From an optimization exercise on the open Yosys and OpenROAD flow, aimed at small area; shortcuts taken in it are not production practice.
Function was checked by simulation only, so behaviour that the tests miss may differ from the original.
Power figures rest on the tool's default switching activity, not on a simulated workload. The flow treats the clock pin as an ideal source, which a real chip does not have.

### flow/config.mk
export PLATFORM = sky130hd
export DESIGN_NAME = ru5102_crc
export DESIGN_NICKNAME = ru5102_crc
export VERILOG_FILES = /design/flow/design.v
export SDC_FILE = /design/flow/constraint.sdc
export NUM_CORES = 4
export LEC_CHECK = 0
export ABC_AREA = 0
export CAP_MARGIN = 20
export CORE_MARGIN = 2
export CORE_UTILIZATION = 55
export PLACE_DENSITY = 0.65
export SLEW_MARGIN = 20
### flow/constraint.sdc
create_clock -name core_clock -period 15.0 [get_ports {clk}]
set_input_delay 3.0000 -clock core_clock [delete_from_list [all_inputs] [get_ports {clk}]]
set_output_delay 3.0000 -clock core_clock [all_outputs]
set_load 0.01 [all_outputs]
### flow/design.v
module ru5102_crc (
    input  wire        clk,
    input  wire        rst,
    input  wire        h_valid,
    output wire        h_ready,
    input  wire [15:0] h_cmd,
    output reg  [1:0]  h_rcode,
    output reg  [15:0] h_rdata,
    output wire        tx_valid,
    input  wire        tx_ready,
    output wire [7:0]  tx_data,
    input  wire        rx_valid,
    output wire        rx_ready,
    input  wire [7:0]  rx_data,
    input  wire        io_err,
    output wire        busy,
    output wire        done
);
    localparam [3:0] S_IDLE = 4'd0, S_SEND = 4'd1, S_ALEN = 4'd2, S_BODY = 4'd3,
                     S_VAL  = 4'd4, S_OK   = 4'd5,
                     F_IO   = 4'd6,     
                     F_COMM = 4'd7,     
                     F_PROT = 4'd8,     
                     F_PST  = 4'd9,     
                     F_UNK  = 4'd10,    
                     F_LONG = 4'd11,    
                     F_ILL  = 4'd12,    
                     F_LEN  = 4'd13,    
                     F_CRC  = 4'd14;    
    localparam [1:0] RC_OK = 2'd0, RC_REFUSED = 2'd1, RC_ILLEGAL = 2'd2, RC_RANGE = 2'd3;
    localparam integer NR = 253;
    function [15:0] crc_byte;
        input [15:0] c;
        input [7:0]  b;
        reg [7:0] x;
        begin
            x = c[7:0] ^ b;
            x = x ^ {x[3:0], 4'h0};
            crc_byte = {8'h00, c[15:8]} ^ {x, 8'h00} ^ {5'h00, x, 3'h0} ^ {12'h000, x[7:4]};
        end
    endfunction
    reg [15:0] crc;
    reg [7:0]  addr;
    reg [3:0]  st;
    reg        op1;         
    reg [7:0]  txlen;
    reg [7:0]  idx;
    reg [7:0]  rxlen;
    reg [7:0]  hold;        
    reg        tv;
    reg [7:0]  hl;          
    reg [8*NR-1:0] ring;
    wire [7:0] head = ring[8*NR-1 -: 8];
    wire [7:0] opsel   = h_cmd[15:8];
    wire [7:0] operand = h_cmd[7:0];
    wire idle   = (st == S_IDLE);
    wire send   = (st == S_SEND);
    wire alen   = (st == S_ALEN);
    wire body   = (st == S_BODY);
    wire val_ph = (st == S_VAL);
    wire p_ok   = (st == S_OK);
    wire fail   = (st >= F_IO);
    assign done = (st >= S_OK);
    assign busy = !idle;
    wire in_chan = send || alen || body;
    wire [2:0] phase = fail ? 3'd6 : st[2:0];
    reg  [2:0] res_class;
    reg  [7:0] res_cause;
    always @(*) begin
        case (st)
            F_IO:    begin res_class = 3'd1; res_cause = 8'h01; end
            F_COMM:  begin res_class = 3'd2; res_cause = 8'h02; end
            F_PROT:  begin res_class = 3'd3; res_cause = 8'h02; end
            F_PST:   begin res_class = 3'd4; res_cause = 8'h02; end
            F_UNK:   begin res_class = 3'd4; res_cause = 8'h22; end
            F_LONG:  begin res_class = 3'd4; res_cause = 8'h10; end
            F_ILL:   begin res_class = 3'd4; res_cause = 8'h11; end
            F_LEN:   begin res_class = 3'd4; res_cause = 8'h20; end
            F_CRC:   begin res_class = 3'd4; res_cause = 8'h21; end
            default: begin res_class = 3'd0; res_cause = 8'h00; end
        endcase
    end
    wire has_status = p_ok || (st >= F_COMM && st <= F_UNK);
    wire hit_idx = (hl == idx);
    wire hit_op  = (hl == operand);
    wire hit2    = (hl == 8'd2);
    wire hit3    = (hl == 8'd3);
    wire idx_end = (idx[7:1] == 7'h7F);      
    wire s_init  = (opsel == 8'h01);
    wire s_upd   = (opsel == 8'h02);
    wire s_crd   = (opsel == 8'h03);
    wire s_addr  = (opsel == 8'h10);
    wire s_clr   = (opsel == 8'h11);
    wire s_push  = (opsel == 8'h12);
    wire s_start = (opsel == 8'h13);
    wire s_ack   = (opsel == 8'h14);
    wire s_rph   = (opsel == 8'h20);
    wire s_rres  = (opsel == 8'h21);
    wire s_rst   = (opsel == 8'h22);
    wire s_radr  = (opsel == 8'h23);
    wire s_rrxl  = (opsel == 8'h24);
    wire s_rtxl  = (opsel == 8'h25);
    wire s_rrsp  = (opsel == 8'h26);
    wire err_ev = io_err && in_chan;
    wire tx_ev  = tv && tx_ready;
    assign rx_ready = alen || (body && (hit_idx || idx_end));
    wire rx_ev  = rx_valid && rx_ready;
    wire rsp_noslot = (operand == 8'd0) || (operand[7:1] == 7'h7F);
    wire wait_ok = s_push  ? (hit_idx || idx_end || !idle) :
                   s_start ? hit2 :
                   s_rst   ? hit3 :
                   s_rrsp  ? (hit_op || rsp_noslot) : 1'b1;
    assign h_ready  = !val_ph && wait_ok && !err_ev && !tx_ev && !(rx_valid && rx_ready);
    assign tx_valid = tv;
    wire host_ev = h_valid && h_ready;
    wire h_idle  = host_ev && idle;
    wire [7:0] idx_inc = idx + 8'd1;
    wire [7:0] inb     = idle ? operand : rx_data;
    wire [7:0] crc_in  = send ? tx_data : inb;
    wire [15:0] crc_nx = crc_byte(crc, crc_in);
    wire eq_len  = (idx == rxlen);
    wire eq_len1 = (idx_inc == rxlen);
    wire tx_last = tx_ev && eq_len;
    wire op_legal = (operand == 8'h01) || (operand == 8'h02) || (operand == 8'h03) ||
                    (operand == 8'h05) || (operand == 8'h21);
    wire start_ev = h_idle && s_start;
    wire start_ok = start_ev && op_legal && (idx != 8'd255);
    wire wr = (h_idle && ((s_push && !idx_end) || s_start)) || (rx_ev && body && !idx_end);
    always @(posedge clk)
        ring <= {ring[8*NR-9:0], wr ? inb : head};
    always @(posedge clk) begin
        if (rst)
            hl <= 8'd1;
        else if (hl >= 8'd43)
            hl <= hl - 8'd42;
        else
            hl <= hl + 8'd211;
    end
    reg [3:0] st_code;
    always @(*) begin
        case (head)
            8'h00, 8'h01, 8'h02, 8'h03:                      st_code = S_OK;
            8'hFA:                                           st_code = F_COMM;
            8'hFB:                                           st_code = op1 ? S_OK : F_COMM;
            8'h05, 8'h09, 8'h0A, 8'h0B:                      st_code = F_PROT;
            8'hFD, 8'hFE, 8'hFF, 8'h10, 8'h11, 8'h12, 8'hF9: st_code = F_PST;
            default:                                         st_code = F_UNK;
        endcase
    end
    always @(posedge clk) begin
        if (rst)
            st <= S_IDLE;
        else if (err_ev)
            st <= F_IO;
        else if (tx_last)
            st <= S_ALEN;
        else if (rx_ev && alen)
            st <= (rx_data == 8'd0) ? S_VAL : S_BODY;
        else if (rx_ev && eq_len)
            st <= S_VAL;
        else if (val_ph && hit3)
            st <= (rxlen < 8'd5) ? F_LEN : (crc != 16'h0000) ? F_CRC : st_code;
        else if (start_ev)
            st <= !op_legal ? F_ILL : (idx == 8'd255) ? F_LONG : S_SEND;
        else if (host_ev && s_ack && done)
            st <= S_IDLE;
    end
    always @(posedge clk) begin
        if (rst || tx_last || (h_idle && (s_init || s_start)) || (host_ev && s_ack && done))
            crc <= 16'hFFFF;
        else if (tx_ev || rx_ev || (h_idle && s_upd))
            crc <= crc_nx;
    end
    always @(posedge clk) begin
        if (rst)
            addr <= 8'h00;
        else if (h_idle && s_addr)
            addr <= operand;
    end
    always @(posedge clk)
        if (start_ev)
            op1 <= (operand == 8'h01);
    always @(posedge clk) begin
        if (rst || (h_idle && s_clr) || (host_ev && s_ack && done)) begin
            txlen <= 8'd0;
            idx   <= 8'd3;
        end else if (h_idle && s_push && idx != 8'd255) begin
            txlen <= txlen + 8'd1;
            idx   <= idx_inc;
        end else if (start_ok) begin
            idx <= 8'd0;
        end else if (rx_ev && alen) begin
            idx <= 8'd1;
        end else if (tx_ev || rx_ev) begin
            idx <= idx_inc;
        end
    end
    always @(posedge clk) begin
        if (start_ok)
            rxlen <= idx_inc;              
        else if (rx_ev && alen)
            rxlen <= rx_data;
    end
    wire tx_crc = eq_len || eq_len1;
    assign tx_data = (idx == 8'd0) ? rxlen :
                     (idx == 8'd1) ? addr :
                     tx_crc        ? crc[7:0] : hold;
    always @(posedge clk) begin
        if (rst || err_ev || tx_ev)
            tv <= 1'b0;
        else if (start_ok || (send && !tv && (idx == 8'd1 || tx_crc || hit_idx)))
            tv <= 1'b1;
    end
    always @(posedge clk)
        if (send && !tv && hit_idx)
            hold <= head;
    wire rsp_range = ({1'b0, operand} + 9'd2 > {1'b0, rxlen});
    wire grp_idle  = s_init || s_upd || s_crd || s_addr || s_clr || s_push || s_start;
    wire legal_sel = grp_idle || s_ack || s_rph || s_rres || s_rst || s_radr || s_rrxl ||
                     s_rtxl || s_rrsp;
    wire refused   = (grp_idle && !idle) || ((s_ack || s_rst) && !done) ||
                     ((s_rrxl || s_rrsp) && !p_ok);
    wire range_err = s_rrsp && p_ok && rsp_range;
    wire rsp_ok    = s_rrsp && p_ok && !rsp_range;
    wire rd_crc    = s_crd && idle;
    wire rd_head   = (s_rst && done && has_status) || (rsp_ok && operand != 8'd0);
    wire rd_rxlen  = (s_rrxl && p_ok) || (rsp_ok && operand == 8'd0);
    wire [15:0] ans =
        ({16{rd_crc}} & crc) |
        {5'd0, {3{s_rres}} & res_class, {8{s_rres}} & res_cause} |
        {13'd0, {3{s_rph}} & phase} |
        {8'd0, ({8{rd_head}} & head) | ({8{s_radr}} & addr) |
               ({8{rd_rxlen}} & rxlen) | ({8{s_rtxl}} & txlen)};
    always @(posedge clk) begin
        if (host_ev) begin
            h_rcode <= {!legal_sel || range_err, refused || range_err};
            h_rdata <= ans;
        end
    end
endmodule
### flow/flow/run.sh
#!/bin/bash
# Standard ORFS layout (the standard.sh) with two changes: the port buffers
# are buf_1 cells, and the clock tree uses clkbuf_16 leaf buffers on clusters of
# at most 28 sinks within 80 um, without dummy loads.
set -euo pipefail
CTS="-sink_clustering_enable -repair_clock_nets -sink_clustering_size 34 -sink_clustering_max_diameter 80 -buf_list sky130_fd_sc_hd__clkbuf_16 -dont_use_dummy_load"
bash standard.sh finish \
  "BUFFER_PORTS_ARGS=-buffer_cell sky130_fd_sc_hd__buf_1" \
  "CTS_ARGS=$CTS" > flow_make.log 2>&1
### flow/standard.sh
#!/bin/bash
# synth_recipe.tcl (not shown) runs the flow's synth.tcl, then flattens the netlist and writes it again
# the make line also repeats each setting of config.mk as NAME=value (left out here)
make -C /OpenROAD-flow-scripts/flow DESIGN_CONFIG=/design/flow/config.mk WORK_HOME=/design/flow/orfs CLKGATE_MAP_FILE= SYNTH_SCRIPT=/design/flow/synth_recipe.tcl "${@:-finish}"
==> results of run 1 <==
## critical path: stages
cell and delay, ps:
buf_1 240, or4_1 630, nor4b_1 430, nand4b_1 180, o21ai_1 90, a21oi_2 180, and2_1 160, buf_1 160
## state kept, by name, summed over array words and instances (netlist names)
name	count
ring	2024
crc	16
h_rdata	16
addr	8
hl	8
hold	8
idx	8
rxlen	8
txlen	8
st	4
h_rcode	2
op1	1
tv	1
## cell families after synthesis
logic type      after synthesis  share of synthesized area
compound gates              187                     0.0281
xor+xnor                     75                     0.0148
fa+ha+maj                    26                    0.00683
buf+inv                      93                    0.00834
flops                      2112                      0.902
mux                          41                    0.00918
simple gates                284                     0.0309
## metal layers
metal  GRT usage  wire [um]  share of wire
met3      0.0256       2560          0.038
met5           0          0              0
met1       0.230      34800           0.52
met2       0.225      27400           0.41
met4      0.0552       2150          0.032
## placed cells by master, fill, tap and decap left out, types with 10 or more instances in the layout
master / instances
a211oi_1: 10
a21oi_1: 38
a221o_1: 10
buf_1: 60
clkbuf_16: 76
dfxtp_1: 2077
edfxtp_1: 35
ha_1: 25
inv_1: 36
mux2_2: 19
mux2i_1: 22
nand2_1: 65
nand3_1: 23
nand4_1: 14
nor2_1: 84
nor3_1: 10
nor4_1: 10
o211ai_1: 11
o21ai_0: 36
xnor2_1: 35
xor2_1: 34
## report_power, final
group | total, uW | switching [uW] | leakage, uW | internal (uW)
combinational | 371 | 227 | 0.00191 | 144
clock | 2390 | 1470 | 0.000937 | 919
sequential | 5710 | 54.8 | 0.0170 | 5660
total | 8480 | 1760 | 0.0199 | 6720
## stage by stage
step	hold slack (ps)	total power [uW]	setup WS [ps]	cell area, um2	utilization
2_1_floorplan	310	6090	7340	47300	-
3_3_place_gp	310	6210	6870	48700	0.573
3_5_place_dp	312	6210	6910	48700	0.573
4_1_cts	223	8560	6910	50600	0.595
5_1_grt	223	8790	6750	50700	0.595
6_report	238	8480	6910	50700	0.595
## final timing paths
| check | from | to | cells after the start |
|---|---|---|---|
| setup reg to reg | idx[1]$_SDFFE_PP1P_ | crc[8]$_SDFFE_PP1P_ | 11 |
| setup / recovery | h_cmd[3] | h_ready | 8 |
| hold reg to reg | ring[1]$_DFF_P_ | ring[9]$_DFF_P_ | 0 |
| hold / removal | ring[1]$_DFF_P_ | ring[9]$_DFF_P_ | 0 |
## cell type report
| cell class | instances | area [um2] | share of cell area |
|---|---|---|---|
| inverters | 38 | 143 | 0.00282 |
| clock buffers | 76 | 1900 | 0.0375 |
| multi-input cells | 613 | 4260 | 0.0842 |
| repair buffers | 68 | 285 | 0.00563 |
| well taps | 1144 | 1430 | 0.0283 |
| flip-flops and latches | 2112 | 42600 | 0.842 |
==> metrics.cfg, run 1 <==
[power_and_ir_drop]
p_per_area_nw_per_um2 = 167
peakVddDrop_v = 0.000126
cellLeakagePower_uw = 0.0199

[synth]
synth_ff_type = dfxtp_1
synth_most_common_cell = dfxtp_1
yosysSeqAreaShare = 0.902
synthesis.area_um2 = 47300
synth.distinct_cells = 83
syn_nets = 2873
ys_async_sr_fraction = 0
postSynthCellCount = 2818
synth_edf_count = 35
synth_area_leaders = dfxtp_1 (88%), edfxtp_1 (2.2%), nor2_1 (0.67%)
ys_warn_count = 1
synth_common_cells = dfxtp_1 (2,077), nor2_1 (84), nand2_1 (65)
yosys.area.top_type = dfxtp_1
ys_ff_latch = 2112
synth.avg_cell_area_um2 = 16.8
yosysTopAreaCellShare = 0.880

[drt]
avgViaCountPerCell = 4.52
vias = 18304
drt-pass1-iter-count = 6
wire_per_inst_um = 16.5
drt_iter0_markers = 888
ant_nets = 0
totalWireLength_um = 66900
drc = 0

[critical_path]
crit_type = in2out
r2r_slack_ps = 10910
crit_fanout = 9
cp.required_ps = 12000
start_kind = input port
crit_arrival_ps = 5090
end_kind = output port

[clocking]
post_cts_buffers = 0
cts_root_buf = clkbuf_16
cts-htree-levels = 3
clock_latency_ps = 660
clock-sinks = 2112
cts_buffer_depth = 3
clkSlewWorstSetupHoldPaths_ps = 110
cts_buffers = 76
cts_tree = built
cts_resized = 0
hold_buffers = 0

[sta]
rsz0062_at_grt = no
fin_crit_sh = 0.539
max_freq_mhz = 124
min_period_ps = 8090
tightestPinTransition_ps = 1060
slew_headroom = 0.290
fin_tns_setup_ps = 0
slew_viol_final = 0
hold_viol = 0
finalSetupViolCount = 0
skew_ps = 104

[floorplanning]
fp.dieW_um = 297
ios = 61
core_um2 = 85100
start_util = 0.555
dieArea_um2 = 88300
rows = 107
die_h_um = 297

[hold_path]
hp-class = reg2reg

[global_route]
grt_pass1_wl_um = 107000
grt_pass1_vias = 18718
grt_overflow = 0
grt_antenna_before_repair = 3
grt_max_degree = 35
grt_usage = 0.153

[finish]
final_nets = 2964
final_cells = 4051
area_growth_syn_to_layout_pct = 7.16
drive_gt1_frac = 0.0464
antenna_cells = 0
fillerInstances = 6363

[placement]
port_buffers = 60
hpwl_um = 40300
dpl.cell_count = 3975
gp_congestion = 0.868

[run]
cap_violations = 0

[run_status]
status = finished clean

==> run 2: changes to the inputs <==
==> flow/flow/run.sh (replaced) <==
#!/bin/bash
# Standard ORFS layout (the standard.sh) with two changes: the port buffers
# are buf_1 cells, and the clock tree uses clkbuf_16 leaf buffers on clusters of
# at most 34 sinks within 80 um, without dummy loads. make's output goes to
# flow_make.log; each ORFS step keeps its own log under orfs/logs.
set -euo pipefail
CTS="-sink_clustering_enable -repair_clock_nets -sink_clustering_size 34 -sink_clustering_max_diameter 80 -buf_list sky130_fd_sc_hd__clkbuf_16 -dont_use_dummy_load"
bash standard.sh finish \
  "BUFFER_PORTS_ARGS=-buffer_cell sky130_fd_sc_hd__buf_1" \
  "CTS_ARGS=$CTS" > flow_make.log 2>&1
==> metrics.cfg, run 2 <==
[sta]
max_freq_mhz = 124
rsz0062_at_grt = no
tightestPinTransition_ps = 1060
fin_tns_setup_ps = 0
skew_ps = 104
min_period_ps = 8090
finalSetupViolCount = 0
slew_viol_final = 0
fin_crit_sh = 0.539
hold_viol = 0
slew_headroom = 0.290

[placement]
hpwl_um = 40300
dpl.cell_count = 3975
gp_congestion = 0.868
port_buffers = 60
placed_cell_area_um2 = 48700

[drt]
drt-pass1-iter-count = 6
ant_nets = 0
drc = 0
totalWireLength_um = 66900
vias = 18304
drt_iter0_markers = 888
avgViaCountPerCell = 4.52
wire_per_inst_um = 16.5

[finish]
final_nets = 2964
fin_area_um2 = 50700
seq_area_um2 = 42600
final_cell_mix = dfxtp_1 (2,077), nor2_1 (84), clkbuf_16 (76)
top_register = ring
drive_gt1_frac = 0.0464
final_cells = 4051
largest_register_ffs = 2024
antenna_cells = 0
multi_input_area_um2 = 4260
mostFrequentLayoutCell = dfxtp_1
reg_top3 = ring (2024), crc (16), h_rdata (16)
area_growth_syn_to_layout_pct = 7.16
fillerInstances = 6363

[clocking]
post_cts_buffers = 0
clock_latency_ps = 660
hold_buffers = 0
clock-sinks = 2112
cts_tree = built
clkSlewWorstSetupHoldPaths_ps = 110
cts_buffer_depth = 3
cts_buffers = 76
cts-htree-levels = 3
cts_resized = 0
cts_root_buf = clkbuf_16

[synth]
postSynthCellCount = 2818
syn_nets = 2873
yosys.area.top_type = dfxtp_1
synth_area_leaders = dfxtp_1 (88%), edfxtp_1 (2.2%), nor2_1 (0.67%)
ys_ff_latch = 2112
synth.distinct_cells = 83
yosysTopAreaCellShare = 0.880
synth_common_cells = dfxtp_1 (2,077), nor2_1 (84), nand2_1 (65)
ys_async_sr_fraction = 0
synthesis.area_um2 = 47300
synth_most_common_cell = dfxtp_1
synth.avg_cell_area_um2 = 16.8
synth_edf_count = 35
synth_ff_type = dfxtp_1
ys_warn_count = 1
yosysSeqAreaShare = 0.902

[floorplanning]
fp.dieW_um = 297
die_h_um = 297
ios = 61
rows = 107
core_um2 = 85100
start_util = 0.555
dieArea_um2 = 88300

[critical_path]
end_kind = output port
crit_arrival_ps = 5090
regToRegStartpoint = idx[1]$_SDFFE_PP1P_
crit_type = in2out
r2r_slack_ps = 10910
crit_fanout = 9
crit_start = h_cmd[3]
cp.required_ps = 12000
start_kind = input port

[power_and_ir_drop]
peakVddDrop_v = 0.000126
p_seq_frac = 0.674
net-switching-power_uw = 1760
combPwrFrac = 0.044
p_int_uw = 6720
p_per_area_nw_per_um2 = 167
cellLeakagePower_uw = 0.0199
clkPwrFrac = 0.282
swShare = 0.207

[global_route]
use_met3 = 0.0256
grt_max_degree = 35
grt_usage = 0.153
grt_pass1_wl_um = 107000
grt_pass1_vias = 18718
use_met2 = 0.225
use_met1 = 0.230
grt_overflow = 0
busiest_layer = met1
grt_antenna_before_repair = 3

[run_status]
status = finished clean

[hold_path]
hp-class = reg2reg
min_from = ring[1]$_DFF_P_

[run]
cap_violations = 0

run 2: cell counts in the layout (fill, tap and decap cells not counted):
No cell type changed its count.
run 2: kinds of logic after synthesis:
kind of cell | synth area share
xor gates and xnor gates | 0.0148
AOI/OAI and AO/OA | 0.0281
buffers and inverters | 0.00834
and+or+nand+nor | 0.0309
muxes | 0.00918
adders and majority gates | 0.00683
DFF | 0.902
run 2: worst max-delay path: stages:
cell,delay (ps)
buf_1,240
or4_1,630
nor4b_1,430
nand4b_1,180
o21ai_1,90
a21oi_2,180
and2_1,160
buf_1,160
run 2: path summary, 6_finish.rpt:
kind                    endpoint  depth (start not counted)
max                      h_ready                          8
max reg2reg  crc[8]$_SDFFE_PP1P_                         11
min reg2reg      ring[9]$_DFF_P_                          0
min              ring[9]$_DFF_P_                          0
run 2: layer usage:
| metal | share of wire | routed length, um | up-vias |
|---|---|---|---|
| li1 | - | - | 9147 |
| met1 | 0.52 | 34800 | 8729 |
| met2 | 0.41 | 27400 | 310 |
| met3 | 0.038 | 2560 | 118 |
| met4 | 0.032 | 2150 | 0 |
| met5 | 0 | 0 | - |
run 2: cell type report:
type / count / share of cell area
Sequential cell: 2112 / 0.842
Multi-Input combinational cell: 613 / 0.0842
Clock buffer: 76 / 0.0375
Tap cell: 1144 / 0.0283
Timing Repair Buffer: 68 / 0.00563
Inverter: 38 / 0.00282
run 2: power by group through the flow:
stage | clock network [uW] | registers, uW | logic [uW]
floorplan | 0 | 5810 | 281
global placement | 0 | 5840 | 371
detailed placement | 0 | 5840 | 373
CTS | 2470 | 5710 | 375
global route | 2660 | 5720 | 409
finish | 2390 | 5710 | 371
run 2: metrics by stage:
| step | hold slack (ps) | power, uW | util | worst slack [ps] |
|---|---|---|---|---|
| floorplan | 310 | 6090 | - | 7340 |
| global placement | 310 | 6210 | 0.573 | 6870 |
| detailed placement | 312 | 6210 | 0.573 | 6910 |
| CTS | 223 | 8560 | 0.595 | 6910 |
| global route | 223 | 8790 | 0.595 | 6750 |
| finish | 238 | 8480 | 0.595 | 6910 |
==> run 3: changes to the inputs <==
==> flow/flow/run.sh (replaced) <==
#!/bin/bash
# Standard ORFS layout (the standard.sh) with two changes: the port buffers
# are buf_1 cells, and the clock tree uses clkbuf_16 leaf buffers on clusters of
# at most 28 sinks within 80 um, without dummy loads.
set -euo pipefail
CTS="-sink_clustering_enable -repair_clock_nets -sink_clustering_size 36 -sink_clustering_max_diameter 60 -buf_list sky130_fd_sc_hd__clkbuf_16 -dont_use_dummy_load"
bash standard.sh finish \
  "BUFFER_PORTS_ARGS=-buffer_cell sky130_fd_sc_hd__buf_1" \
  "CTS_ARGS=$CTS" > flow_make.log 2>&1
==> metrics.cfg, run 3 <==
[drt]
drt-pass1-iter-count = 5
drt_iter0_markers = 990
avgViaCountPerCell = 4.51
totalWireLength_um = 67100
drc = 0
ant_nets = 0
wire_per_inst_um = 16.5
vias = 18354

[global_route]
grt_antenna_before_repair = 3
grt_max_degree = 37
grt_pass1_vias = 18743
grt_overflow = 0
grt_pass1_wl_um = 107000
grt_usage = 0.154

[critical_path]
cp.required_ps = 12000
crit_arrival_ps = 5100
critPathSlowestCell = or4_1
crit_family = simple AND/OR/NAND/NOR gates
worstPathCellList = buf_1 -> or4_1 -> nor4b_1 -> nand4b_1 -> o21ai_1 -> a21oi_2 -> and2_1 -> buf_1
start_kind = input port
max_stage_delay_ps = 630
crit_fanout = 9
end_kind = output port
cp.buffers_inverters = 2
crit_path_frequent_cell = buf_1
crit_type = in2out

[synth]
synthesis.area_um2 = 47300
yosysTopAreaCellShare = 0.880
synth.avg_cell_area_um2 = 16.8
synthMuxAreaShare = 0.00918
yosysSeqAreaShare = 0.902
synth_area_leaders = dfxtp_1 (88%), edfxtp_1 (2.2%), nor2_1 (0.67%)
syn_nets = 2873
synth_fa_ha_area_frac = 0.00683
ys_ff_latch = 2112
yosys.area.top_type = dfxtp_1
ys_warn_count = 1
synth_edf_count = 35
ys_async_sr_fraction = 0
synth_top_family_by_area = simple AND/OR/NAND/NOR gates
synth.distinct_cells = 83
synth_xor_area_frac = 0.0148
synth_compound_area_frac = 0.0281
synth_common_cells = dfxtp_1 (2,077), nor2_1 (84), nand2_1 (65)
synthSimpleGateAreaFrac = 0.0309
synth_most_common_cell = dfxtp_1
postSynthCellCount = 2818
synth_ff_type = dfxtp_1

[clocking]
cts_buffers = 95
hold_buffers = 0
cts_buffer_depth = 3
clock_latency_ps = 680
cts_tree = built
clkSlewWorstSetupHoldPaths_ps = 120
clock-sinks = 2112
cts_resized = 0
cts_root_buf = clkbuf_16
cts-htree-levels = 3
post_cts_buffers = 0

[floorplanning]
ios = 61
die_h_um = 297
dieArea_um2 = 88300
start_util = 0.555
core_um2 = 85100
rows = 107
fp.dieW_um = 297

[sta]
fin_tns_setup_ps = 0
slew_headroom = 0.287
slew_viol_final = 0
hold_viol = 0
max_freq_mhz = 123
tightestPinTransition_ps = 1070
finalSetupViolCount = 0
fin_crit_sh = 0.540
whs_ps = 198
min_period_ps = 8100
skew_ps = 127
rsz0062_at_grt = no

[finish]
mostFrequentLayoutCell = dfxtp_1
final_nets = 2983
fillerInstances = 6333
reg_top3 = ring (2024), crc (16), h_rdata (16)
area_growth_syn_to_layout_pct = 8.17
top_register = ring
largest_register_ffs = 2024
seq_area_um2 = 42600
antenna_cells = 0
drive_gt1_frac = 0.0526
multi_input_area_um2 = 4260
final_cell_mix = dfxtp_1 (2,077), clkbuf_16 (95), nor2_1 (84)

[run]
cap_violations = 0

[power_and_ir_drop]
p_per_area_nw_per_um2 = 171
power.total_uw = 8720
cellLeakagePower_uw = 0.0201
peakVddDrop_v = 0.000125

[run_status]
status = finished clean

[placement]
gp_congestion = 0.868
hpwl_um = 40300
port_buffers = 60

[hold_path]
hp-class = reg2reg

[run 3: cell counts after synthesis]
Identical to the previous run, type by type.
[run 3: worst paths after layout]
check,endpoint,slack [ps],cells after the start,from
setup / recovery,h_ready,6900,8,h_cmd[3]
hold / removal,ring[106]$_DFF_P_,200,0,ring[98]$_DFF_P_
setup reg to reg,rxlen[1]$_DFFE_PP_,10830,10,hl[7]$_SDFF_PP0_
hold reg to reg,ring[106]$_DFF_P_,200,0,ring[98]$_DFF_P_
[run 3: final cells by class]
class	count	area share
clock buffer	95	0.0465
multi-input combinational	613	0.0834
tap	1144	0.0280
sequential	2112	0.834
inverter	38	0.00279
timing repair buffer	68	0.00558
[run 3: logic make-up after synthesis]
logic type / Yosys count
DFF: 2112
and+or+nand+nor: 284
AOI/OAI and AO/OA: 187
buffers and inverters: 93
xor gates and xnor gates: 75
muxes: 41
adders and majority gates: 26
[run 3: routing by layer]
metal,share of wire,routed length [um],up-vias,track usage
met5,0,0,-,0
met4,0.033,2220,0,0.0539
met3,0.041,2770,132,0.0283
met2,0.41,27400,318,0.225
met1,0.52,34700,8709,0.231
li1,-,-,9195,-
[run 3: where the power goes]
group | internal, uW | switching (uW)
registers | 5660 | 55.1
logic | 144 | 226
clock network | 1130 | 1510
total | 6930 | 1790
[run 3: per-stage QoR]
stage                     setup WS (ps)   util  cells  instance area (um2)
final                              6900  0.601   4070                51100
after global routing               6750  0.601   4070                51100
after CTS                          6910  0.600   4070                51100
after detailed placement           6910  0.573   3975                48700
after global placement             6870  0.573   3975                48700
after floorplan                    7340      -   2818                47300
==> run 4: changes to the inputs <==
==> flow/flow/run.sh (replaced) <==
#!/bin/bash
# Standard ORFS layout (the standard.sh) with three changes:
#  - synthesis is the standard script with an area-oriented abc script
#    (flow/synth.tcl, flow/area.abc);
#  - the port buffers are buf_1 cells;
#  - the clock tree uses clkbuf_16 leaf buffers on clusters of at most 34
#    sinks within 80 um, without dummy loads.
# make's output goes to flow_make.log; each ORFS step keeps its own log under
# orfs/logs.
set -euo pipefail
W=$(pwd)
export FLOW_ABC_SCRIPT=$W/flow/area.abc
export FLOW_STD_SYNTH=$W/synth_recipe.tcl
CTS="-sink_clustering_enable -repair_clock_nets -sink_clustering_size 37 -sink_clustering_max_diameter 80 -buf_list sky130_fd_sc_hd__clkbuf_16 -dont_use_dummy_load"
bash standard.sh finish \
  "SYNTH_SCRIPT=$W/flow/synth.tcl" \
  "BUFFER_PORTS_ARGS=-buffer_cell sky130_fd_sc_hd__buf_1" \
  "CTS_ARGS=$CTS" > flow_make.log 2>&1
==> flow/flow/area.abc (new file) <==
strash
dch
amap
strash
dch
amap
topo
==> flow/flow/synth.tcl (new file) <==
# The standard synthesis (synth_recipe.tcl in the work folder), with one
# change: abc maps the logic with an area-oriented script (flow/area.abc)
# instead of ORFS's. Registers are mapped before abc and are not touched by it.
proc abc {args} {
  set i [lsearch $args -script]
  if {$i >= 0} { lset args [expr {$i + 1}] $::env(FLOW_ABC_SCRIPT) }
  yosys abc {*}$args
}
source $::env(FLOW_STD_SYNTH)
==> metrics.cfg, run 4 <==
[run_status]
status = finished clean

[finish]
antenna_cells = 0
final_cell_mix = dfxtp_1 (2,077), clkinv_1 (123), nor2_1 (91)
top_register = ring
fillerInstances = 6121
final_nets = 2962
reg_top3 = ring (2024), crc (16), h_rdata (16)
largest_register_ffs = 2024
area_growth_syn_to_layout_pct = 7.47
fin_util = 0.596
drive_gt1_frac = 0.0286
mostFrequentLayoutCell = dfxtp_1

[global_route]
grt_antenna_before_repair = 1
grt_max_degree = 38
grt_pass1_vias = 18706
grt_pass1_wl_um = 111000
grt_usage = 0.167
grt_overflow = 0

[clocking]
cts_tree = built
post_cts_buffers = 0
clkSlewWorstSetupHoldPaths_ps = 120
cts_buffer_depth = 3
hold_buffers = 0
cts-htree-levels = 3
clock-sinks = 2112
clock_latency_ps = 620
cts_root_buf = clkbuf_16
cts_buffers = 72
cts_resized = 0

[synth]
synth.avg_cell_area_um2 = 16.7
synth_common_cells = dfxtp_1 (2,077), clkinv_1 (123), nor2_1 (91)
synthesis.area_um2 = 46200
synth_ff_type = dfxtp_1
yosysTopAreaCellShare = 0.899
yosys.area.top_type = dfxtp_1
synth_edf_count = 35
syn_nets = 2821
ys_warn_count = 1
ys_async_sr_fraction = 0
yosysSeqAreaShare = 0.922
synth.distinct_cells = 44
postSynthCellCount = 2766
synth_area_leaders = dfxtp_1 (90%), edfxtp_1 (2.3%), clkinv_1 (1.0%)
synth_most_common_cell = dfxtp_1
ys_ff_latch = 2112

[sta]
finalSetupViolCount = 0
slew_headroom = 0.263
fin_crit_sh = 0.547
tightestPinTransition_ps = 1100
hold_viol = 0
rsz0062_at_grt = no
skew_ps = 88.6
fin_tns_setup_ps = 0
slew_viol_final = 0
min_period_ps = 8200
max_freq_mhz = 122

[critical_path]
r2r_end = crc[7]$_SDFFE_PP1P_
crit_arrival_ps = 5200
start_kind = input port
critPathSlowestCell = or2_0
cp.required_ps = 12000
r2r_slack_ps = 8920
max_stage_delay_ps = 660
crit_type = in2out
crit_path_frequent_cell = buf_1
end_kind = output port
regToRegStartpoint = idx[0]$_SDFFE_PP1P_
crit_fanout = 7
worst_r2r_path_depth = 21
worstPathCellList = buf_1 -> or2_0 -> nor3_1 -> nand3_1 -> clkinv_1 -> a2111oi_0 -> o211ai_1 -> nor2_1 -> buf_1

[power_and_ir_drop]
p_per_area_nw_per_um2 = 173
cellLeakagePower_uw = 0.0192
peakVddDrop_v = 0.000145

[floorplanning]
dieArea_um2 = 86400
ios = 61
start_util = 0.554
die_h_um = 294
fp.dieW_um = 294
core_um2 = 83400
rows = 106

[hold_path]
hp-class = reg2reg
min_path_cells = 0
hold_end = ring[14]$_DFF_P_
min_from = ring[6]$_DFF_P_

[placement]
hpwl_um = 44300
port_buffers = 60
gp_congestion = 0.859

[drt]
drt-pass1-iter-count = 5
totalWireLength_um = 71500
ant_nets = 0
wire_per_inst_um = 17.9
avgViaCountPerCell = 4.60
drc = 0
drt_iter0_markers = 939
vias = 18350

[run]
cap_violations = 0

-- run 4: cell types whose count changed after synthesis, sizes merged, moves of 14 or more --
cell	change
xor2	-36
inv	-38
mux2i	-22
mux2	-19
clkbuf	-36
a21oi	+17
nand2	-14
o221ai	+27
o22ai	+61
clkinv	+123
xnor2	-39
buf	-19
nor3	+24
-- run 4: kinds of logic (layout without fill, tap and decap cells) --
group	Yosys count	after routing	synth area share
buf+inv	123	262	0.00999
flops	2112	2112	0.922
compound gates	273	273	0.0387
simple gates	233	233	0.0225
fa+ha+maj	25	25	0.00677
-- run 4: power breakdown --
group | switching [uW] | internal (uW)
Sequential | 73.9 | 5680
Combinational | 335 | 135
Clock | 1470 | 875
Total | 1880 | 6690
-- run 4: worst max-delay path: cells and delay by family --
kind / cells / cell delay, ps
buffers and inverters: 3 / 390
AO/OA/AOI/OAI: 2 / 520
AND/OR/NAND/NOR: 4 / 1270
-- run 4: layout make-up --
class,count,area [um2],area share
multi-input combinational,531,3170,0.0637
inverter,123,462,0.00929
sequential,2112,42600,0.858
timing repair buffer,67,278,0.00559
clock buffer,72,1800,0.0363
tap,1080,1350,0.0272
-- run 4: worst max path at each step --
stage,from,to,slack (ps),depth (start not counted)
6_report,h_cmd[10],h_ready,6800,9
5_1_grt,h_cmd[10],idx[0]$_SDFFE_PP1P_,6600,19
4_1_cts,h_cmd[10],h_ready,6800,9
3_5_place_dp,h_cmd[10],idx[0]$_SDFFE_PP1P_,6450,19
3_3_place_gp,h_cmd[10],idx[0]$_SDFFE_PP1P_,6570,19
2_1_floorplan,h_cmd[15],h_ready,7680,11
-- run 4: layer usage --
layer	vias up	wire length [um]	track usage
li1	9210	-	-
met1	8757	37300	0.254
met4	0	1640	0.0427
met5	-	0	0
met2	277	30400	0.251
met3	106	2180	0.0255
-- run 4: per-stage QoR --
stage	power, uW	hold slack, ps	std cells	worst slack (ps)	instance area, um2
after CTS	8640	281	3985	6800	49700
after detailed placement	6350	312	3913	6450	47900
final	8570	291	3985	6800	49700
after global routing	8880	286	3985	6600	49700
after global placement	6360	309	3913	6570	47900
after floorplan	6140	310	2766	7680	46200
==> run 5: changes to the inputs <==
--- a/flow/flow/run.sh
+++ b/flow/flow/run.sh
@@ -11,7 +11,7 @@
 W=$(pwd)
 export FLOW_ABC_SCRIPT=$W/flow/area.abc
 export FLOW_STD_SYNTH=$W/synth_recipe.tcl
-CTS="-sink_clustering_enable -repair_clock_nets -sink_clustering_size 37 -sink_clustering_max_diameter 80 -buf_list sky130_fd_sc_hd__clkbuf_16 -dont_use_dummy_load"
+CTS="-sink_clustering_enable -repair_clock_nets -sink_clustering_size 34 -sink_clustering_max_diameter 80 -buf_list sky130_fd_sc_hd__clkbuf_16 -dont_use_dummy_load"
 bash standard.sh finish \
   "SYNTH_SCRIPT=$W/flow/synth.tcl" \
   "BUFFER_PORTS_ARGS=-buffer_cell sky130_fd_sc_hd__buf_1" \
==> metrics.cfg, run 5 <==
[drt]
vias = 18400
drt-pass1-iter-count = 5
wire_per_inst_um = 18.0
totalWireLength_um = 72000
ant_nets = 0
avgViaCountPerCell = 4.61
drc = 0
drt_iter0_markers = 981

[synth]
synth_area_leaders = dfxtp_1 (90%), edfxtp_1 (2.3%), clkinv_1 (1.0%)
yosysSeqAreaShare = 0.922
synth_ff_type = dfxtp_1
syn_nets = 2821
synthesis.area_um2 = 46200
synth_compound_area_frac = 0.0387
ys_ff_latch = 2112
synth_most_common_cell = dfxtp_1
postSynthCellCount = 2766
synth_xor_area_frac = 0
yosysTopAreaCellShare = 0.899
synth_edf_count = 35
synth_top_family_by_area = compound AO/OA/AOI/OAI gates
synth.distinct_cells = 44
synth_fa_ha_area_frac = 0.00677
synthMuxAreaShare = 0
ys_warn_count = 1
yosys.area.top_type = dfxtp_1
ys_async_sr_fraction = 0
synth.avg_cell_area_um2 = 16.7
synth_common_cells = dfxtp_1 (2,077), clkinv_1 (123), nor2_1 (91)
synthSimpleGateAreaFrac = 0.0225

[floorplanning]
core_um2 = 83400
rows = 106
start_util = 0.554
die_h_um = 294
dieArea_um2 = 86400
fp.dieW_um = 294
ios = 61

[finish]
area_growth_syn_to_layout_pct = 7.74
antenna_cells = 0
largest_register_ffs = 2024
reg_top3 = ring (2024), crc (16), h_rdata (16)
mostFrequentLayoutCell = dfxtp_1
final_nets = 2967
drive_gt1_frac = 0.0302
fillerInstances = 6096
final_cell_mix = dfxtp_1 (2,077), clkinv_1 (123), nor2_1 (91)
top_register = ring
fin_area_um2 = 49800

[power_and_ir_drop]
swShare = 0.218
p_int_uw = 6750
clkPwrFrac = 0.279
peakVddDrop_v = 0.000131
cellLeakagePower_uw = 0.0193
combPwrFrac = 0.054
net-switching-power_uw = 1890
p_seq_frac = 0.667
p_per_area_nw_per_um2 = 173
power.total_uw = 8630

[clocking]
cts-htree-levels = 3
post_cts_buffers = 0
cts_tree = built
hold_buffers = 0
clock-sinks = 2112
cts_buffer_depth = 3
cts_resized = 0
clock_latency_ps = 640
cts_buffers = 77
clkSlewWorstSetupHoldPaths_ps = 110
cts_root_buf = clkbuf_16

[sta]
skew_ps = 83.2
max_freq_mhz = 122
rsz0062_at_grt = no
slew_viol_final = 0
slew_headroom = 0.261
hold_viol = 0
fin_crit_sh = 0.547
tightestPinTransition_ps = 1100
finalSetupViolCount = 0
min_period_ps = 8200
setup_slack_ps = 6800
fin_tns_setup_ps = 0

[global_route]
grt_usage = 0.169
grt_overflow = 0
grt_max_degree = 35
grt_antenna_before_repair = 1
grt_pass1_wl_um = 113000
grt_pass1_vias = 18978

[critical_path]
cp.buffers_inverters = 3
crit_family = simple AND/OR/NAND/NOR gates
regToRegStartpoint = st[1]$_SDFFE_PP0P_
crit_fanout = 7
crit_path_frequent_cell = buf_1
cp.required_ps = 12000
start_kind = input port
worstPathCellList = buf_1 -> or2_0 -> nor3_1 -> nand3_1 -> clkinv_1 -> a2111oi_0 -> o211ai_1 -> nor2_1 -> buf_1
crit_arrival_ps = 5200
end_kind = output port
critPathSlowestCell = or2_0
crit_start = h_cmd[10]
max_stage_delay_ps = 670
crit_type = in2out

[placement]
hpwl_um = 44300
port_buffers = 60
gp_congestion = 0.859
dp_slack_ps = 6450
placed_cell_area_um2 = 47900

[run]
cap_violations = 0

[run_status]
status = finished clean

[hold_path]
min_from = ring[44]$_DFF_P_
hp-class = reg2reg

==> run 5: cell count changes in the layout (fill, tap and decap cells not counted) <==
cell	previous run	this run
clkbuf_16	72	77
==> run 5: path summary, 6_finish.rpt <==
path	slack (ps)	end	depth (start not counted)
worst min register to register	280	ring[52]$_DFF_P_	0
worst min-delay path	280	ring[52]$_DFF_P_	0
worst max-delay path	6800	h_ready	9
worst max register to register	8890	idx[0]$_SDFFE_PP1P_	22
==> run 5: final cells by class <==
cell class              count  area [um2]  area share
clock buffers              77        1930      0.0387
well taps                1080        1350      0.0271
inverters                 123         462     0.00927
flip-flops and latches   2112       42600       0.856
repair buffers             67         278     0.00558
multi-input cells         531        3170      0.0636
==> run 5: kinds of logic after synthesis <==
group | count (synthesis)
flip-flops | 2112
buffers and inverters | 123
AO/OA/AOI/OAI | 273
AND/OR/NAND/NOR | 233
adder cells (fa/ha/maj) | 25
==> run 5: per-stage QoR <==
stage          cells  hold WS [ps]  utilization
6_report        3990           284        0.597
3_3_place_gp    3913           309        0.574
5_1_grt         3990           279        0.597
4_1_cts         3990           285        0.597
3_5_place_dp    3913           312        0.574
2_1_floorplan   2766           310            -
==> run 5: layer usage <==
metal	vias up	wire length, um	track usage
met5	-	0	0
met4	0	1680	0.0449
met3	114	2390	0.0255
met2	291	30900	0.256
met1	8786	37000	0.254
li1	9209	-	-
==> run 5: power by group through the flow <==
stage / Clock [uW] / Sequential [uW] / Combinational (uW)
finish: 2410 / 5760 / 471
global route: 2670 / 5770 / 517
CTS: 2490 / 5760 / 468
detailed placement: 0 / 5880 / 466
global placement: 0 / 5880 / 473
floorplan: 0 / 5860 / 279
==> run 6: changes to the inputs <==
--- a/flow/design.v
+++ b/flow/design.v
@@ -17,16 +17,16 @@
     output wire        done
 );
     localparam [3:0] S_IDLE = 4'd0, S_SEND = 4'd1, S_ALEN = 4'd2, S_BODY = 4'd3,
-                     S_VAL  = 4'd4, S_OK   = 4'd5,
-                     F_IO   = 4'd6,     
-                     F_COMM = 4'd7,     
-                     F_PROT = 4'd8,     
-                     F_PST  = 4'd9,     
-                     F_UNK  = 4'd10,    
-                     F_LONG = 4'd11,    
-                     F_ILL  = 4'd12,    
-                     F_LEN  = 4'd13,    
-                     F_CRC  = 4'd14;    
+                     F_IO   = 4'd4,     
+                     F_LONG = 4'd5,     
+                     F_ILL  = 4'd6,     
+                     F_LEN  = 4'd7,     
+                     S_OK   = 4'd8,
+                     F_COMM = 4'd9,     
+                     F_PROT = 4'd10,    
+                     F_PST  = 4'd11,    
+                     F_UNK  = 4'd12,    
+                     F_CRC  = 4'd13;    
     localparam [1:0] RC_OK = 2'd0, RC_REFUSED = 2'd1, RC_ILLEGAL = 2'd2, RC_RANGE = 2'd3;
     localparam integer NR = 253;
     function [15:0] crc_byte;
@@ -57,13 +57,11 @@
     wire send   = (st == S_SEND);
     wire alen   = (st == S_ALEN);
     wire body   = (st == S_BODY);
-    wire val_ph = (st == S_VAL);
     wire p_ok   = (st == S_OK);
-    wire fail   = (st >= F_IO);
-    assign done = (st >= S_OK);
+    assign done = (st >= F_IO);
     assign busy = !idle;
     wire in_chan = send || alen || body;
-    wire [2:0] phase = fail ? 3'd6 : st[2:0];
+    wire [2:0] phase = !done ? st[2:0] : p_ok ? 3'd5 : 3'd6;
     reg  [2:0] res_class;
     reg  [7:0] res_cause;
     always @(*) begin
@@ -80,7 +78,7 @@
             default: begin res_class = 3'd0; res_cause = 8'h00; end
         endcase
     end
-    wire has_status = p_ok || (st >= F_COMM && st <= F_UNK);
+    wire has_status = st[3] && (st != F_CRC);
     wire hit_idx = (hl == idx);
     wire hit_op  = (hl == operand);
     wire hit2    = (hl == 8'd2);
@@ -110,7 +108,7 @@
                    s_start ? hit2 :
                    s_rst   ? hit3 :
                    s_rrsp  ? (hit_op || rsp_noslot) : 1'b1;
-    assign h_ready  = !val_ph && wait_ok && !err_ev && !tx_ev && !(rx_valid && rx_ready);
+    assign h_ready  = wait_ok && !err_ev && !tx_ev && !(rx_valid && rx_ready);
     assign tx_valid = tv;
     wire host_ev = h_valid && h_ready;
     wire h_idle  = host_ev && idle;
@@ -136,17 +134,20 @@
         else
             hl <= hl + 8'd211;
     end
-    reg [3:0] st_code;
+    reg [2:0] sc_nx, sc;
     always @(*) begin
-        case (head)
-            8'h00, 8'h01, 8'h02, 8'h03:                      st_code = S_OK;
-            8'hFA:                                           st_code = F_COMM;
-            8'hFB:                                           st_code = op1 ? S_OK : F_COMM;
-            8'h05, 8'h09, 8'h0A, 8'h0B:                      st_code = F_PROT;
-            8'hFD, 8'hFE, 8'hFF, 8'h10, 8'h11, 8'h12, 8'hF9: st_code = F_PST;
-            default:                                         st_code = F_UNK;
+        case (rx_data)
+            8'h00, 8'h01, 8'h02, 8'h03:                      sc_nx = 3'd0;
+            8'hFA:                                           sc_nx = 3'd1;
+            8'hFB:                                           sc_nx = op1 ? 3'd0 : 3'd1;
+            8'h05, 8'h09, 8'h0A, 8'h0B:                      sc_nx = 3'd2;
+            8'hFD, 8'hFE, 8'hFF, 8'h10, 8'h11, 8'h12, 8'hF9: sc_nx = 3'd3;
+            default:                                         sc_nx = 3'd4;
         endcase
     end
+    always @(posedge clk)
+        if (rx_ev && body && idx == 8'd3)
+            sc <= sc_nx;
     always @(posedge clk) begin
         if (rst)
             st <= S_IDLE;
@@ -155,11 +156,9 @@
         else if (tx_last)
             st <= S_ALEN;
         else if (rx_ev && alen)
-            st <= (rx_data == 8'd0) ? S_VAL : S_BODY;
+            st <= (rx_data == 8'd0) ? F_LEN : S_BODY;
         else if (rx_ev && eq_len)
-            st <= S_VAL;
-        else if (val_ph && hit3)
-            st <= (rxlen < 8'd5) ? F_LEN : (crc != 16'h0000) ? F_CRC : st_code;
+            st <= (rxlen < 8'd5) ? F_LEN : (crc_nx != 16'h0000) ? F_CRC : {1'b1, sc};
         else if (start_ev)
             st <= !op_legal ? F_ILL : (idx == 8'd255) ? F_LONG : S_SEND;
         else if (host_ev && s_ack && done)
==> metrics.cfg, run 6 <==
[global_route]
grt_pass1_vias = 18482
grt_pass1_wl_um = 108000
grt_overflow = 0
grt_antenna_before_repair = 3
grt_usage = 0.161
grt_max_degree = 35

[sta]
slew_viol_final = 0
fin_tns_setup_ps = 0
finalSetupViolCount = 0
min_period_ps = 8070
skew_ps = 120
slew_headroom = 0.300
hold_viol = 0
tightestPinTransition_ps = 1050
rsz0062_at_grt = no
max_freq_mhz = 124
fin_crit_sh = 0.538

[synth]
synth_ff_type = dfxtp_1
yosys.area.top_type = dfxtp_1
ys_ff_latch = 2115
syn_nets = 2832
synth_edf_count = 38
synth_area_leaders = dfxtp_1 (90%), edfxtp_1 (2.5%), clkinv_1 (1.0%)
ys_warn_count = 1
ys_async_sr_fraction = 0
synth.distinct_cells = 45
yosysTopAreaCellShare = 0.897
synth_common_cells = dfxtp_1 (2,077), clkinv_1 (128), nor2_1 (107)
yosysSeqAreaShare = 0.922
synth.avg_cell_area_um2 = 16.7
synthesis.area_um2 = 46300
postSynthCellCount = 2778
synth_most_common_cell = dfxtp_1

[clocking]
cts_buffers = 77
cts-htree-levels = 3
hold_buffers = 0
cts_resized = 0
clock-sinks = 2115
cts_tree = built
clkSlewWorstSetupHoldPaths_ps = 110
cts_root_buf = clkbuf_16
clock_latency_ps = 650
cts_buffer_depth = 3
post_cts_buffers = 0

[drt]
ant_nets = 0
drt-pass1-iter-count = 5
drt_iter0_markers = 1065
wire_per_inst_um = 17.1
vias = 18278
avgViaCountPerCell = 4.56
totalWireLength_um = 68400
drc = 0

[power_and_ir_drop]
p_per_area_nw_per_um2 = 164
cellLeakagePower_uw = 0.0194
peakVddDrop_v = 0.000150

[finish]
drive_gt1_frac = 0.0304
mostFrequentLayoutCell = dfxtp_1
fillerInstances = 6123
top_register = ring
fin_util = 0.598
final_nets = 2981
area_growth_syn_to_layout_pct = 7.75
reg_top3 = ring (2024), crc (16), h_rdata (16)
final_cell_mix = dfxtp_1 (2,077), clkinv_1 (128), nor2_1 (107)
largest_register_ffs = 2024

[critical_path]
worst_r2r_path_depth = 30
crit_fanout = 7
regToRegStartpoint = idx[0]$_SDFFE_PP1P_
crit_type = in2out
crit_start = h_cmd[1]
crit_arrival_ps = 5070
cp-endpoint = h_ready
start_kind = input port
end_kind = output port
r2r_end = st[2]$_SDFFE_PP0P_
cp.required_ps = 12000
r2r_slack_ps = 7980

[floorplanning]
die_h_um = 294
fp.dieW_um = 294
core_um2 = 83600
rows = 106
start_util = 0.555
dieArea_um2 = 86600
ios = 61

[placement]
hpwl_um = 42100
port_buffers = 60
gp_congestion = 0.860

[run_status]
status = finished clean

[hold_path]
hp-class = reg2reg
min_path_cells = 0

[run]
cap_violations = 0

[run 6: cells by family after synthesis]
family                   share of synthesized area
AO/OA/AOI/OAI                               0.0385
AND/OR/NAND/NOR                             0.0229
buffers and inverters                       0.0104
adder cells (fa/ha/maj)                    0.00648
flip-flops                                   0.922
[run 6: final cells by class]
class                           count  area (um2)  area share
Sequential cell                  2115       42700       0.855
Multi-Input combinational cell    535        3160      0.0632
Clock buffer                       77        1930      0.0386
Tap cell                         1080        1350      0.0271
Inverter                          128         480     0.00962
Timing Repair Buffer               70         300     0.00601
Antenna cell                        1        2.50   0.0000501
[run 6: how the worst min path moves through the flow]
stage | from | endpoint | slack, ps
floorplan | ring[992]$_DFF_P_ | ring[1000]$_DFF_P_ | 310
global placement | ring[1519]$_DFF_P_ | ring[1527]$_DFF_P_ | 310
CTS | ring[134]$_DFF_P_ | ring[142]$_DFF_P_ | 270
global route | ring[134]$_DFF_P_ | ring[142]$_DFF_P_ | 280
detailed placement | ring[1006]$_DFF_P_ | ring[1014]$_DFF_P_ | 310
finish | ring[134]$_DFF_P_ | ring[142]$_DFF_P_ | 280
[run 6: power breakdown]
group          total [uW]  leakage, uW  switching [uW]  internal [uW]
sequential           5660       0.0171            19.9           5640
clock                2400     0.000949            1470            931
combinational         121      0.00132            82.9           37.7
[run 6: layer usage]
layer	vias to the layer above	global-route usage	wire (um)
met5	-	0	26
met4	4	0.0431	1490
met3	95	0.0255	2720
met2	271	0.238	28700
met1	8676	0.246	35400
li1	9232	-	-
[run 6: worst max-delay path: stages]
cell and delay [ps]:
buf_1 170, clkinv_1 160, o22ai_1 110, or4_1 540, nor4_1 470, nor3_1 100, nor4_1 320, buf_1 210
[run 6: stage by stage]
step | setup WS (ps) | std cells | total power (uW) | hold slack (ps) | area, um2
6_report | 6930 | 4006 | 8190 | 281 | 49900
5_1_grt | 6750 | 4005 | 8470 | 281 | 49900
4_1_cts | 6970 | 4005 | 8270 | 270 | 49900
3_5_place_dp | 6980 | 3928 | 5910 | 312 | 48000
3_3_place_gp | 6890 | 3928 | 5910 | 310 | 48000
2_1_floorplan | 7620 | 2778 | 5860 | 310 | 46300
==> run 7: changes to the inputs <==
--- a/flow/design.v
+++ b/flow/design.v
@@ -230,10 +230,19 @@
         {13'd0, {3{s_rph}} & phase} |
         {8'd0, ({8{rd_head}} & head) | ({8{s_radr}} & addr) |
                ({8{rd_rxlen}} & rxlen) | ({8{s_rtxl}} & txlen)};
+    reg        q_crc;
+    reg [10:0] rdata_lo;
+    always @(posedge clk) begin
+        if (rst)
+            q_crc <= 1'b0;
+        else if (host_ev)
+            q_crc <= rd_crc;
+    end
     always @(posedge clk) begin
         if (host_ev) begin
-            h_rcode <= {!legal_sel || range_err, refused || range_err};
-            h_rdata <= ans;
+            h_rcode  <= {!legal_sel || range_err, refused || range_err};
+            rdata_lo <= ans[10:0];
         end
     end
+    always @(*) h_rdata = {{5{q_crc}} & crc[15:11], rdata_lo};
 endmodule
--- a/flow/config.mk
+++ b/flow/config.mk
@@ -9,5 +9,5 @@
 export CAP_MARGIN = 20
 export CORE_MARGIN = 2
 export CORE_UTILIZATION = 55
-export PLACE_DENSITY = 0.65
+export PLACE_DENSITY = 0.85
 export SLEW_MARGIN = 20
==> metrics.cfg, run 7 <==
[run_status]
status = finished clean

[clocking]
cts_buffers = 75
clkSlewWorstSetupHoldPaths_ps = 110
clock_latency_ps = 650
cts_resized = 0
clock-sinks = 2111
cts-htree-levels = 3
post_cts_buffers = 0
hold_buffers = 0
cts_buffer_depth = 3
cts_tree = built
cts_root_buf = clkbuf_16

[synth]
synthesis.area_um2 = 46200
yosys.area.top_type = dfxtp_1
synth_common_cells = dfxtp_1 (2,078), clkinv_1 (126), nor2_1 (93)
syn_nets = 2808
yosysTopAreaCellShare = 0.901
synth_edf_count = 33
postSynthCellCount = 2755
synth_ff_type = dfxtp_1
ys_async_sr_fraction = 0
yosysSeqAreaShare = 0.922
synth.avg_cell_area_um2 = 16.8
synth_most_common_cell = dfxtp_1
synth_area_leaders = dfxtp_1 (90%), edfxtp_1 (2.1%), clkinv_1 (1.0%)
ys_ff_latch = 2111
synth.distinct_cells = 47
ys_warn_count = 1

[sta]
tightestPinTransition_ps = 1110
min_period_ps = 7910
max_freq_mhz = 126
skew_ps = 72.8
hold_viol = 0
slew_headroom = 0.253
finalSetupViolCount = 0
rsz0062_at_grt = no
fin_tns_setup_ps = 0
slew_viol_final = 0
fin_crit_sh = 0.527

[finish]
top_register = ring
antenna_cells = 0
final_cell_mix = dfxtp_1 (2,078), clkinv_1 (126), nor2_1 (93)
mostFrequentLayoutCell = dfxtp_1
area_growth_syn_to_layout_pct = 7.70
fin_area_um2 = 49700
final_cells = 3983
final_nets = 2958
reg_top3 = ring (2024), crc (16), rdata_lo (11)
largest_register_ffs = 2024
fillerInstances = 5827
drive_gt1_frac = 0.0307

[power_and_ir_drop]
p_int_uw = 6580
swShare = 0.198
cellLeakagePower_uw = 0.0192
p_seq_frac = 0.689
p_per_area_nw_per_um2 = 165
combPwrFrac = 0.015
net-switching-power_uw = 1620
clkPwrFrac = 0.296
peakVddDrop_v = 0.0000972

[placement]
dpl.cell_count = 3908
port_buffers = 60
hpwl_um = 40600
gp_congestion = 0.963
placed_cell_area_um2 = 47900

[critical_path]
start_kind = input port
max_stage_delay_ps = 660
critPathSlowestCell = nor4_1
crit_cells = 7
crit_fanout = 6
crit_arrival_ps = 4910
crit_path_frequent_cell = buf_1
end_kind = output port
worstPathCellList = buf_1 -> nor3_1 -> nand2_1 -> nor4_1 -> a311oi_1 -> a211oi_1 -> buf_1
cp.buffers_inverters = 2
cp.required_ps = 12000
crit_family = simple AND/OR/NAND/NOR gates
worst_r2r_path_depth = 29
crit_type = in2out

[hold_path]
hp-class = reg2reg
min_path_cells = 0

[drt]
met1_length_um = 34100
wire_per_inst_um = 18.0
wl_met3_um = 3770
ant_nets = 0
drt-pass1-iter-count = 5
wl_met2_um = 32300
routed.top_layer = met4
drt_iter0_markers = 1415
drc = 0
vias = 18658
avgViaCountPerCell = 4.68
totalWireLength_um = 71800

[global_route]
grt_pass1_wl_um = 112000
grt_pass1_vias = 19076
grt_overflow = 0
grt_usage = 0.168
grt_antenna_before_repair = 0
grt_max_degree = 35

[floorplanning]
rows = 106
die_h_um = 294
ios = 61
core_um2 = 83400
fp.dieW_um = 294
start_util = 0.553
dieArea_um2 = 86300

[run]
cap_violations = 0

run 7: changes by cell type in the layout (fill, tap and decap cells not counted), moves of 4 or more:
| cell | previous run | this run |
|---|---|---|
| o221ai_1 | 16 | 23 |
| a32oi_1 | 1 | 6 |
| a221oi_1 | 18 | 14 |
| nand2_1 | 45 | 60 |
| edfxtp_1 | 38 | 33 |
| o21ai_0 | 47 | 36 |
| o32a_1 | 6 | 0 |
| o21a_1 | 2 | 6 |
| nor2_1 | 107 | 93 |
| or3_1 | 11 | 5 |
| a21oi_1 | 73 | 55 |
| a22oi_1 | 3 | 8 |
run 7: metrics by stage:
step	util	power (uW)	hold slack, ps	setup slack, ps
2_1_floorplan	-	5850	310	7630
3_3_place_gp	0.574	5890	311	7150
3_5_place_dp	0.574	5890	312	7070
4_1_cts	0.596	8260	252	7070
5_1_grt	0.596	8440	241	6900
6_report	0.596	8200	249	7090
run 7: worst paths after layout:
check,from,endpoint,slack (ps)
min reg2reg,ring[1167]$_DFF_P_,ring[1175]$_DFF_P_,250
max reg2reg,idx[0]$_SDFFE_PP1P_,st[0]$_SDFFE_PP0P_,8050
max,h_cmd[7],h_ready,7090
min,ring[1167]$_DFF_P_,ring[1175]$_DFF_P_,250
run 7: routing by layer:
| layer | track usage | vias to the layer above |
|---|---|---|
| met5 | 0 | - |
| met4 | 0.0545 | 0 |
| met3 | 0.0264 | 120 |
| met2 | 0.264 | 506 |
| met1 | 0.241 | 8864 |
| li1 | - | 9168 |
run 7: worst reg2reg max path: cells and delay by family, from the launching register on:
family / cells / cell delay, ps
AO/OA/AOI/OAI: 12 / 3040
buffers and inverters: 5 / 950
flip-flops: 1 / 550
AND/OR/NAND/NOR: 12 / 2310
run 7: logic make-up (layout without fill, tap and decap cells):
logic type | after synthesis | in the layout | share of synthesized area
adders and majority gates | 23 | 23 | 0.00623
and+or+nand+nor | 230 | 230 | 0.0221
buffers and inverters | 126 | 274 | 0.0102
DFF | 2111 | 2111 | 0.922
AOI/OAI and AO/OA | 265 | 265 | 0.0390
run 7: area by class of cell:
class / instances / area [um2] / area share
clock buffer: 75 / 1880 / 0.0377
tap: 1080 / 1350 / 0.0272
inverter: 126 / 473 / 0.00951
sequential: 2111 / 42600 / 0.856
timing repair buffer: 73 / 323 / 0.00649
multi-input combinational: 518 / 3110 / 0.0626
run 7: power by group through the flow:
stage / sequential [uW] / combinational [uW] / clock, uW
3_3_place_gp: 5780 / 115 / 0
2_1_floorplan: 5770 / 75.2 / 0
4_1_cts: 5650 / 118 / 2490
6_report: 5650 / 120 / 2430
5_1_grt: 5660 / 133 / 2650
3_5_place_dp: 5780 / 116 / 0
==> run 8: changes to the inputs <==
--- a/flow/config.mk
+++ b/flow/config.mk
@@ -9,5 +9,5 @@
 export CAP_MARGIN = 20
 export CORE_MARGIN = 2
 export CORE_UTILIZATION = 55
-export PLACE_DENSITY = 0.85
+export PLACE_DENSITY = 0.65
 export SLEW_MARGIN = 20
==> metrics.cfg, run 8 <==
[global_route]
grt_max_degree = 35
grt_overflow = 0
grt_usage = 0.163
grt_antenna_before_repair = 2
grt_pass1_wl_um = 108000
grt_pass1_vias = 18676

[power_and_ir_drop]
cellLeakagePower_uw = 0.0193
p_per_area_nw_per_um2 = 164
combPwrFrac = 0.015
clkPwrFrac = 0.292
p_seq_frac = 0.692
peakVddDrop_v = 0.000123
swShare = 0.193
p_int_uw = 6590
net-switching-power_uw = 1580

[critical_path]
start_kind = input port
crit_family = simple AND/OR/NAND/NOR gates
r2r_slack_ps = 8090
regToRegStartpoint = idx[0]$_SDFFE_PP1P_
crit_path_frequent_cell = buf_1
crit_type = in2out
critPathSlowestCell = nor4_1
max_stage_delay_ps = 670
end_kind = output port
crit_fanout = 6
cp.buffers_inverters = 2
worstPathCellList = buf_1 -> nor3_1 -> nand2_1 -> nor4_1 -> a311oi_1 -> a211oi_1 -> buf_1
r2r_end = st[0]$_SDFFE_PP0P_
cp.required_ps = 12000
worst_r2r_path_depth = 30
crit_arrival_ps = 5030

[clocking]
clock_latency_ps = 620
post_cts_buffers = 0
cts_buffer_depth = 3
cts_resized = 0
clock-sinks = 2111
cts_buffers = 76
cts_root_buf = clkbuf_16
cts_tree = built
hold_buffers = 0
cts-htree-levels = 3
clkSlewWorstSetupHoldPaths_ps = 110

[sta]
rsz0062_at_grt = no
fin_crit_sh = 0.535
finalSetupViolCount = 0
skew_ps = 65.6
setup_slack_ps = 6970
max_freq_mhz = 125
tightestPinTransition_ps = 1030
fin_tns_setup_ps = 0
slew_viol_final = 0
slew_headroom = 0.316
hold_viol = 0
min_period_ps = 8030

[floorplanning]
ios = 61
rows = 106
start_util = 0.553
core_um2 = 83400
die_h_um = 294
fp.dieW_um = 294
dieArea_um2 = 86300

[placement]
gp_congestion = 0.873
port_buffers = 60
hpwl_um = 43700
placed_cell_area_um2 = 47900
dp_slack_ps = 7050

[synth]
ys_async_sr_fraction = 0
syn_nets = 2808
synthesis.area_um2 = 46200
postSynthCellCount = 2755
synth_area_leaders = dfxtp_1 (90%), edfxtp_1 (2.1%), clkinv_1 (1.0%)
ys_ff_latch = 2111
ys_warn_count = 1
synth_common_cells = dfxtp_1 (2,078), clkinv_1 (126), nor2_1 (93)
synth.distinct_cells = 47
synth_ff_type = dfxtp_1
yosys.area.top_type = dfxtp_1
yosysTopAreaCellShare = 0.901
synth_most_common_cell = dfxtp_1
yosysSeqAreaShare = 0.922
synth_edf_count = 33
synth.avg_cell_area_um2 = 16.8

[drt]
ant_nets = 0
routed.top_layer = met4
drt-pass1-iter-count = 5
drc = 0
wl_met2_um = 28300
wire_per_inst_um = 17.4
met1_length_um = 35500
drt_iter0_markers = 1010
vias = 18274
totalWireLength_um = 69400
avgViaCountPerCell = 4.58
wl_met3_um = 3150

[hold_path]
min_path_cells = 0
hp-class = reg2reg
hold_end = ring[1894]$_DFF_P_
min_from = ring[1886]$_DFF_P_

[finish]
final_cell_mix = dfxtp_1 (2,078), clkinv_1 (126), nor2_1 (93)
reg_top3 = ring (2024), crc (16), rdata_lo (11)
drive_gt1_frac = 0.0330
mostFrequentLayoutCell = dfxtp_1
fin_area_um2 = 49800
top_register = ring
fin_util = 0.597
antenna_cells = 0
fillerInstances = 6138
largest_register_ffs = 2024
final_nets = 2962
area_growth_syn_to_layout_pct = 7.85

[run_status]
status = finished clean

[run]
cap_violations = 0

[run 8: cell counts after synthesis]
No cell type changed its count.
[run 8: final cells by class]
type	instances	area, um2	share of cell area
Clock buffer	76	1900	0.0382
Inverter	126	473	0.00950
Multi-Input combinational cell	518	3130	0.0629
Sequential cell	2111	42600	0.855
Tap cell	1080	1350	0.0271
Timing Repair Buffer	76	345	0.00694
[run 8: worst register-to-register path: cells and delay by family, from the launching register on]
family | cells | cell delay [ps]
AOI/OAI and AO/OA | 12 | 3010
and+or+nand+nor | 10 | 1660
buffers and inverters | 8 | 1580
DFF | 1 | 530
[run 8: per-layer routing]
metal / track usage / up-vias
met5: 0 / -
met4: 0.0602 / 0
met3: 0.0342 / 137
met2: 0.235 / 339
met1: 0.242 / 8625
li1: - / 9173
[run 8: how the worst max path moves through the flow]
stage / startpoint / slack (ps) / depth (start not counted) / end
2_1_floorplan: h_cmd[15] / 7630 / 8 / h_ready
3_3_place_gp: h_cmd[1] / 7100 / 9 / h_ready
3_5_place_dp: h_cmd[7] / 7050 / 7 / h_ready
4_1_cts: h_cmd[7] / 7040 / 7 / h_ready
5_1_grt: h_cmd[1] / 6820 / 9 / h_ready
6_report: h_cmd[7] / 6970 / 7 / h_ready
[run 8: power by group through the flow]
| stage | combinational [uW] | sequential [uW] | clock [uW] |
|---|---|---|---|
| 2_1_floorplan | 75.2 | 5770 | 0 |
| 3_3_place_gp | 122 | 5780 | 0 |
| 3_5_place_dp | 124 | 5780 | 0 |
| 4_1_cts | 124 | 5650 | 2470 |
| 5_1_grt | 137 | 5660 | 2660 |
| 6_report | 126 | 5650 | 2390 |
[run 8: kinds of logic (layout without fill, tap and decap cells)]
| logic type | after synthesis | count (layout) | share of synthesized area |
|---|---|---|---|
| buf+inv | 126 | 278 | 0.0102 |
| flops | 2111 | 2111 | 0.922 |
| simple gates | 230 | 230 | 0.0221 |
| fa+ha+maj | 23 | 23 | 0.00623 |
| compound gates | 265 | 265 | 0.0390 |
[run 8: through the flow]
| step | hold slack, ps | cells | total power (uW) |
|---|---|---|---|
| 3_3_place_gp | 310 | 3910 | 5900 |
| 5_1_grt | 300 | 3987 | 8450 |
| 6_report | 299 | 3987 | 8170 |
| 4_1_cts | 298 | 3987 | 8250 |
| 3_5_place_dp | 312 | 3911 | 5910 |
| 2_1_floorplan | 310 | 2755 | 5850 |

[what the ideal ports hide]
How much do the figures lean on ideal ports? The routed layouts below were timed once more, with nothing changed but the port constraints. Step 1: set_driving_cell puts a clkbuf_16 on clk and a buf_2 on each other input, an assumption about the parent block. Step 2 also shifts input and output timing later by t, the mid clock arrival at the registers, as if the neighbouring blocks saw the same clock. a / b / c = no drivers / after step 1 / after step 2; a / b = the first two.
| run | shift t [ns] | slack for setup (ns) | slew at the worst register clock pin (ns) | worst slew at a driven data input, ns | pins driven straight from the clock port |
|---|---|---|---|---|---|
| run 1 | 0.671 | 6.913 / 6.888 / 6.888 | 0.12 / 0.12 | 0.06 | 1 |
| run 2 | 0.671 | 6.913 / 6.888 / 6.888 | 0.12 / 0.12 | 0.06 | 1 |
| run 3 | 0.670 | 6.896 / 6.871 / 6.871 | 0.12 / 0.12 | 0.06 | 1 |
| run 4 | 0.653 | 6.799 / 6.776 / 6.452 | 0.12 / 0.12 | 0.04 | 1 |
| run 5 | 0.667 | 6.799 / 6.776 / 6.422 | 0.12 / 0.12 | 0.04 | 1 |
| run 6 | 0.662 | 6.927 / 6.904 / 6.904 | 0.12 / 0.12 | 0.11 | 1 |
| run 7 | 0.682 | 7.091 / 7.070 / 7.070 | 0.12 / 0.12 | 0.04 | 1 |
| run 8 | 0.675 | 6.973 / 6.947 / 6.947 | 0.11 / 0.11 | 0.04 | 1 |
After both steps setup and hold are still met in every run listed. For run 5, which loses most, drivers alone change the setup slack by -0.023 ns; drivers and shift together by -0.377 ns.
